Source: an optimization exercise on an open RTL-to-GDS flow (aim: small area, a short achievable clock period and few clock cycles). Production flows keep margins and buffers that such runs may drop.
Where RTL was checked, it was by simulation tests only, not by an equivalence proof against the original.
No driver is modelled on the clock port, so clock power and skew are understated where the tree is cut down; a real chip needs a root buffer or a tree.

==> run a: inputs <==
## rle_export
module rle_export (
    input  wire        clk,
    input  wire        rst,         
    input  wire        start,
    input  wire [15:0] cfg_w,
    input  wire [15:0] cfg_h,
    input  wire [15:0] cfg_tilew,
    input  wire [4:0]  cfg_levels,
    input  wire        cfg_invert,
    output wire        busy,
    output wire        done,
    output reg  [7:0]  errcode,
    input  wire        pix_valid,
    output wire        pix_ready,
    input  wire [23:0] pix_rgb,
    output reg         out_valid,
    input  wire        out_ready,
    output reg  [7:0]  out_byte,
    output reg         out_last
);
    reg busy_r, done_r, pix_ready_r, in_act;
    reg idle;                    
    reg first;                   
    reg e11_r, e21_r, eany_r;
    assign busy      = busy_r;
    assign done      = done_r;
    assign pix_ready = pix_ready_r;
    always @(*) errcode = {2'b00, e21_r, e11_r, 3'b000, eany_r};
    reg bad_levels_q, bad_tile_q, empty_q;
    wire cfg_ok = !bad_levels_q && !bad_tile_q && !empty_q;
    reg [15:0] w_q, t_q;
    reg [3:0]  m_q;              
    reg        inv_q;
    reg [15:0] col, tile, row;
    wire last_col  = (col  == 16'd1);
    wire last_tile = (tile == 16'd1);
    wire last_row  = (row  == 16'd1);
    wire last_pix  = last_col && last_row;
    wire penult    = (last_row && (col == 16'd2)) ||
                     (last_col && (w_q == 16'd1) && (row == 16'd2));
    wire take = pix_valid && pix_ready_r;
    reg        skid_valid;
    wire       en = !skid_valid;
    wire [7:0] in_r = pix_rgb[23:16];
    wire [7:0] in_g = pix_rgb[15:8];
    wire [7:0] in_b = pix_rgb[7:0];
    reg        v1;
    reg [7:0]  sum1, car1;
    wire take_last = take && (v1 ? penult : last_pix);
    wire [9:0] q_sum = {2'b00, sum1} + {1'b0, car1, 1'b0};
    wire [9:0] q_int = ({1'b0, q_sum} + 11'd1) / 11'd3;
    reg [1:0]  pc2;
    reg [7:0]  int2;
    wire [11:0] q_p0  = m_q[0] ? {4'd0, int2}       : 12'd0;
    wire [11:0] q_p1  = m_q[1] ? {3'd0, int2, 1'b0} : 12'd0;
    wire [11:0] q_p2  = m_q[2] ? {2'd0, int2, 2'b0} : 12'd0;
    wire [11:0] q_p3  = m_q[3] ? {1'd0, int2, 3'b0} : 12'd0;
    wire [11:0] q_y   = q_p0 + q_p1 + q_p2 + q_p3 + 12'd128;
    wire [12:0] q_z   = {1'b0, q_y} + {9'd0, q_y[11:8]};
  ...
==> flow/config.mk <==
export PLATFORM = sky130hd
export DESIGN_NAME = rle_export
export DESIGN_NICKNAME = rle_export
export VERILOG_FILES = /design/flow/design.v
export SDC_FILE = /design/flow/constraint.sdc
export NUM_CORES = 4
export LEC_CHECK = 0
export ABC_AREA = 1
export CAP_MARGIN = 20
export CORE_MARGIN = 2
export CORE_UTILIZATION = 55
export CTS_BUF_LIST = sky130_fd_sc_hd__clkbuf_8
export PLACE_DENSITY = 0.7
export SLEW_MARGIN = 20
==> flow/constraint.sdc <==
create_clock -name core_clock -period 23.0 [get_ports {clk}]
set_input_delay 4.6000 -clock core_clock [delete_from_list [all_inputs] [get_ports {clk}]]
set_output_delay 4.6000 -clock core_clock [all_outputs]
set_load 0.01 [all_outputs]
standard.sh (not shown) runs the stock make flow with config.mk's settings and CLKGATE_MAP_FILE= SYNTH_SCRIPT=/design/flow/synth_recipe.tcl, a recipe that flattens the netlist after the stock synthesis.
==> flow/flow/run.sh <==
#!/bin/bash
# The standard layout with three changes in how it is made:
#  - the port buffers are buf_1 cells (repair upsizes the ones on critical
#    paths) instead of the slow default buffer that buffer_ports picks;
#  - timing repair aims for more setup slack than the clock period needs;
#  - the clock tree is a balanced two-level tree built by flow/cts_manual.tcl
#    in place of TritonCTS (the clock port drives 4 buffers).
set -euo pipefail
export BUFFER_PORTS_ARGS="-buffer_cell sky130_fd_sc_hd__buf_1"
export SETUP_SLACK_MARGIN=17.6
export PRE_CTS_TCL="$PWD/flow/cts_manual.tcl"
bash standard.sh > standard.log 2>&1
==> flow/flow/cts_manual.tcl <==
# Sourced by ORFS's cts.tcl before its clock_tree_synthesis call (PRE_CTS_TCL).
# Replaces TritonCTS with a shallow, balanced two-level tree: the clock port
# drives NR root buffers, each root drives a contiguous group of the NB leaf
# buffers, and each leaf buffer drives one cluster of flip-flops, the
# clusters found by capacitated k-means on the flip-flops' positions.
# All registers see the same number of buffers between the port and their
# clock pin.

set ::cts_nb 8
set ::cts_nr 4
set ::cts_leaf sky130_fd_sc_hd__clkbuf_16
set ::cts_root sky130_fd_sc_hd__clkbuf_16

proc manual_leaves {nb master_name} {
  set db [ord::get_db]
  set block [ord::get_db_block]
  set clk [$block findNet clk]
  set master [$db findMaster $master_name]
  set sinks {}
  foreach it [$clk getITerms] {
    if {[[$it getMTerm] getName] eq "CLK"} { lappend sinks $it }
  }
  set pts {}
  foreach it $sinks {
    set bb [[$it getInst] getBBox]
    lappend pts [list [expr {([$bb xMin]+[$bb xMax])/2}] [expr {([$bb yMin]+[$bb yMax])/2}]]
  }
  set n [llength $pts]
  set die [$block getDieArea]
  set W [$die dx]; set H [$die dy]
  set g [expr {int(ceil(sqrt($nb)))}]
  set rows [expr {($nb + $g - 1) / $g}]
  set cents {}
  for {set k 0} {$k < $nb} {incr k} {
    lappend cents [list [expr {($k % $g + 0.5) * $W / $g}] [expr {(int($k / $g) + 0.5) * $H / $rows}]]
  }
  set cap [expr {int(ceil(double($n) / $nb)) + 2}]
  for {set iter 0} {$iter < 30} {incr iter} {
    set pairs {}
    for {set i 0} {$i < $n} {incr i} {
      lassign [lindex $pts $i] x y
      for {set k 0} {$k < $nb} {incr k} {
        lassign [lindex $cents $k] cx cy
        lappend pairs [list [expr {abs($x-$cx)+abs($y-$cy)}] $i $k]
      }
    }
    set pairs [lsort -real -index 0 $pairs]
    set assign [lrepeat $n -1]
    set cnt [lrepeat $nb 0]
    foreach p $pairs {
      lassign $p d i k
      if {[lindex $assign $i] >= 0} continue
      if {[lindex $cnt $k] >= $cap} continue
      lset assign $i $k
      lset cnt $k [expr {[lindex $cnt $k] + 1}]
    }
    set sx [lrepeat $nb 0.0]; set sy [lrepeat $nb 0.0]
    for {set i 0} {$i < $n} {incr i} {
      set k [lindex $assign $i]
      lassign [lindex $pts $i] x y
      lset sx $k [expr {[lindex $sx $k] + $x}]
      lset sy $k [expr {[lindex $sy $k] + $y}]
    }
    for {set k 0} {$k < $nb} {incr k} {
      set c [lindex $cnt $k]
      if {$c > 0} { lset cents $k [list [expr {[lindex $sx $k]/$c}] [expr {[lindex $sy $k]/$c}]] }
    }
  }
  for {set k 0} {$k < $nb} {incr k} {
    set net [odb::dbNet_create $block "clknet_leaf_$k"]
    $net setSigType CLOCK
    set inst [odb::dbInst_create $block $master "clkbuf_leaf_$k"]
    lassign [lindex $cents $k] cx cy
    $inst setLocation [expr {int($cx)}] [expr {int($cy)}]
    $inst setPlacementStatus PLACED
    $inst setSourceType TIMING
    [$inst findITerm A] connect $clk
    [$inst findITerm X] connect $net
    set nets($k) $net
  }
  for {set i 0} {$i < $n} {incr i} {
    set it [lindex $sinks $i]
    $it disconnect
    $it connect $nets([lindex $assign $i])
  }
  puts "manual clock tree: $n sinks in $nb clusters of $cnt"
}

proc manual_roots {nr master_name} {
  set db [ord::get_db]
  set block [ord::get_db_block]
  set clk [$block findNet clk]
  set master [$db findMaster $master_name]
  set lx {}
  foreach it [$clk getITerms] {
    set bb [[$it getInst] getBBox]
    lappend lx [list [$bb xMin] [$bb yMin] $it]
  }
  set lx [lsort -integer -index 0 $lx]
  set nl [llength $lx]
  set per [expr {int(ceil(double($nl) / $nr))}]
  for {set r 0} {$r < $nr} {incr r} {
    set grp [lrange $lx [expr {$r * $per}] [expr {($r + 1) * $per - 1}]]
    if {[llength $grp] == 0} continue
    set sx 0; set sy 0
    foreach e $grp { set sx [expr {$sx + [lindex $e 0]}]; set sy [expr {$sy + [lindex $e 1]}] }
    set net [odb::dbNet_create $block "clknet_root_$r"]
    $net setSigType CLOCK
    set inst [odb::dbInst_create $block $master "clkbuf_root_$r"]
    $inst setLocation [expr {$sx / [llength $grp]}] [expr {$sy / [llength $grp]}]
    $inst setPlacementStatus PLACED
    $inst setSourceType TIMING
    [$inst findITerm A] connect $clk
    [$inst findITerm X] connect $net
    foreach e $grp { set it [lindex $e 2]; $it disconnect; $it connect $net }
  }
  puts "manual clock tree: $nl leaf buffers under $nr root buffers"
}

rename clock_tree_synthesis orfs_clock_tree_synthesis
proc clock_tree_synthesis {args} {
  global cts_nb cts_nr cts_leaf cts_root
  manual_leaves $cts_nb $cts_leaf
  manual_roots $cts_nr $cts_root
  set_propagated_clock [all_clocks]
}
==> run b: changes against run a <==
==> flow/flow/run.sh (replaced) <==
#!/bin/bash
# The standard layout, with the port buffers made of buf_1 cells instead
# of the slow default buffer that buffer_ports picks, and timing repair
# aiming for more setup slack than the clock period needs.
set -euo pipefail
export BUFFER_PORTS_ARGS="-buffer_cell sky130_fd_sc_hd__buf_1"
export SETUP_SLACK_MARGIN=17.35
bash standard.sh > standard.log 2>&1
--- a/flow/config.mk
+++ b/flow/config.mk
@@ -6,9 +6,9 @@
 export NUM_CORES = 4
 export LEC_CHECK = 0
 export ABC_AREA = 1
 export CAP_MARGIN = 20
 export CORE_MARGIN = 2
-export CORE_UTILIZATION = 55
+export CORE_UTILIZATION = 40
 export CTS_BUF_LIST = sky130_fd_sc_hd__clkbuf_8
-export PLACE_DENSITY = 0.7
+export PLACE_DENSITY = 0.6
 export SLEW_MARGIN = 20
removed: flow/flow/cts_manual.tcl
==> run c: changes against run a <==
==> flow/flow/run.sh (replaced) <==
#!/bin/bash
# The standard layout with four changes in how it is made:
#  - synthesis is the standard synthesis script, run with ORFS's scripts
#    except for ABC's area script (flow/abc_area.script, an area-recovering
#    mapping); registers are mapped before ABC runs, so they are the same;
#  - the port buffers are buf_1 cells (repair upsizes the ones on critical
#    paths) instead of the slow default buffer that buffer_ports picks;
#  - timing repair aims for more setup slack than the clock period needs;
#  - the clock tree is a balanced two-level tree built by flow/cts_manual.tcl
#    in place of TritonCTS (the clock port drives 4 buffers).
set -euo pipefail
export BUFFER_PORTS_ARGS="-buffer_cell sky130_fd_sc_hd__buf_1"
export SETUP_SLACK_MARGIN=17.6
export PRE_CTS_TCL="$PWD/flow/cts_manual.tcl"
rm -rf scripts_abc
cp -r "$FLOW_HOME/scripts" scripts_abc
cp flow/abc_area.script scripts_abc/abc_area.script
SCRIPTS_DIR="$PWD/scripts_abc" bash standard.sh synth > synth.log 2>&1
bash standard.sh > standard.log 2>&1
==> flow/flow/abc_area.script (new file) <==
&get -n
&st
&dch
&nf -a
&put
topo
--- a/flow/flow/cts_manual.tcl
+++ b/flow/flow/cts_manual.tcl
@@ -7,11 +7,11 @@
 # clock pin.
 
 set ::cts_nb 8
 set ::cts_nr 4
 set ::cts_leaf sky130_fd_sc_hd__clkbuf_16
-set ::cts_root sky130_fd_sc_hd__clkbuf_16
+set ::cts_root sky130_fd_sc_hd__clkbuf_8
 
 proc manual_leaves {nb master_name} {
   set db [ord::get_db]
   set block [ord::get_db_block]
   set clk [$block findNet clk]
--- a/flow/config.mk
+++ b/flow/config.mk
@@ -6,9 +6,9 @@
 export NUM_CORES = 4
 export LEC_CHECK = 0
 export ABC_AREA = 1
 export CAP_MARGIN = 20
 export CORE_MARGIN = 2
-export CORE_UTILIZATION = 55
+export CORE_UTILIZATION = 40
 export CTS_BUF_LIST = sky130_fd_sc_hd__clkbuf_8
-export PLACE_DENSITY = 0.7
+export PLACE_DENSITY = 0.6
 export SLEW_MARGIN = 20
==> run d: changes against run a <==
--- a/flow/design.v
+++ b/flow/design.v
@@ -373,14 +373,10 @@
         end
         if (!skid_valid) begin
             skid_byte <= byteB;
             skid_last <= eofB;
         end
-        if (out_free) begin
-            out_byte <= skid_valid ? skid_byte : byteB;
-            out_last <= skid_valid ? skid_last : eofB;
-        end
         if (rst) begin
             busy_r      <= 1'b0;
             idle        <= 1'b1;
             first       <= 1'b0;
             done_r      <= 1'b0;
@@ -391,10 +387,12 @@
             pcA         <= 2'b00;
             pcB         <= 2'b00;
             cnt         <= 4'd0;
             out_valid   <= 1'b0;
             out_empty   <= 1'b1;
+            out_byte    <= 8'h00;
+            out_last    <= 1'b0;
             skid_valid  <= 1'b0;
         end else begin
             busy_r <= busy_n;
             idle   <= !busy_n;
             first <= idle && start;
@@ -423,10 +421,14 @@
                 if (b_proc)
                     cnt <= b_ends ? 4'd0 : cnt + 4'd1;
             end
             out_valid <= out_valid_n;
             out_empty <= !out_valid_n;
+            if (out_free) begin
+                out_byte <= skid_valid ? skid_byte : byteB;
+                out_last <= skid_valid ? skid_last : eofB;
+            end
             if (out_free)
                 skid_valid <= 1'b0;
             else if (emit)
                 skid_valid <= 1'b1;
         end
--- a/flow/config.mk
+++ b/flow/config.mk
@@ -6,9 +6,9 @@
 export NUM_CORES = 4
 export LEC_CHECK = 0
 export ABC_AREA = 1
 export CAP_MARGIN = 20
 export CORE_MARGIN = 2
-export CORE_UTILIZATION = 55
+export CORE_UTILIZATION = 40
 export CTS_BUF_LIST = sky130_fd_sc_hd__clkbuf_8
-export PLACE_DENSITY = 0.7
+export PLACE_DENSITY = 0.6
 export SLEW_MARGIN = 20
==> results_dict.tcl <==
set metrics [dict create \
    drt_iter0_drc 391 \
    min_to "pc2[1]" \
    sw_frac_of_total_pct 40.3 \
    critPathMaxStageDelay_ps 390 \
    reg2reg_from "m_q[0]" \
    p_seq_mw 0.406 \
    n_all_inverters 138 \
    hold_path_depth 2 \
    syn_to_final_growth_pct 11.5 \
    outcome "complete, no violations" \
    synth_xor_area_share_pct 4.59 \
    grt_max_degree 63 \
    grt_pass1_vias 6787 \
    start_util_pct 40.6 \
    synth_compound_area_share_pct 9.73 \
    grtUsageMet2_pct 25.6 \
    wirelength_met1_um 9320 \
    maxSlewHeadroom_pct 46.1 \
    cp_cell_sequence "clkbuf_2" \
]
# the run above: run b

==> results_dict.tcl <==
set metrics [dict create \
    critPathMaxStageDelay_ps 400 \
    sw_frac_of_total_pct 38.4 \
    drt_iter0_drc 598 \
    outcome "complete, no violations" \
    grtUsageMet2_pct 34.6 \
    reg2reg_from "m_q[0]" \
    start_util_pct 55.7 \
    hold_path_depth 2 \
    wirelength_met1_um 8740 \
    synth_xor_area_share_pct 4.59 \
    grt_pass1_vias 6895 \
    cp_cell_sequence "clkbuf_2" \
]
# the run above: run a

==> results_dict.tcl <==
set metrics [dict create \
    min_to "skid_last" \
    grt_max_degree 60 \
    drt_iter0_drc 438 \
    hold_path_depth 2 \
    grt_pass1_vias 7107 \
    synth_common_cells "nand2_1 (223), inv_1 (132), edfxtp_1 (117)" \
    n_all_inverters 136 \
    reg2reg_from "m_q[2]" \
    synth_xor_area_share_pct 4.35 \
    maxSlewHeadroom_pct 50.0 \
    critPathMaxStageDelay_ps 340 \
    wirelength_met1_um 9670 \
    io_buffers 98 \
    outcome "complete, no violations" \
    syn_to_final_growth_pct 11.2 \
    grtUsageMet2_pct 25.8 \
]
# the run above: run d

==> results_dict.tcl <==
set metrics [dict create \
    outcome "complete, no violations" \
    synth_xor_area_share_pct 7.59 \
    grt_max_degree 73 \
    start_util_pct 41.0 \
    grtUsageMet2_pct 23.9 \
    maxSlewHeadroom_pct 39.0 \
    min_to "lvlB[2]" \
    syn_to_final_growth_pct 12.8 \
    p_seq_mw 0.426 \
    grt_pass1_vias 6083 \
]
# the run above: run c

Testbench counts of run a, summed over its fixed seeds: cycles 64,768.
Testbench counts of run b, summed over its fixed seeds: cycles 64,768.
Testbench counts of run c, summed over its fixed seeds: cycles 64,768.
The RTL of run d was laid out without a check of its function. The clock cells of run a, run c and run d come from the design's own scripts or RTL, not from TritonCTS.

==> port drivers added, routing unchanged <==
The flow's constraints put no driver on any port. The routed layouts listed below were extracted and timed again, unchanged, in two steps. Step 1, drivers: a clkbuf_16 drives clk and a buf_2 each remaining input, both assumed. Step 2 times the ports against the registers' clock, not the clock port: input delays grow and output delays shrink by t, the midpoint of the rising clock arrivals with the driver on. a / b / c = ideal / step 1 / step 2; a / b = the first two.
run | t, ns | setup WS [ns] | worst data-port slew with drivers (ns)
run a | 0.364 | 17.572 / 17.476 / 17.457 | 0.05
run b | 0.496 | 17.411 / 17.373 / 17.429 | 0.06
run c | 0.356 | 17.564 / 17.494 / 17.390 | 0.06
run d | 0.374 | 17.629 / 17.533 / 17.413 | 0.04
After both steps setup and hold are still met in every run listed. The setup slack of run d, which loses most, moves by -0.096 ns with the drivers and by -0.216 ns with both steps.
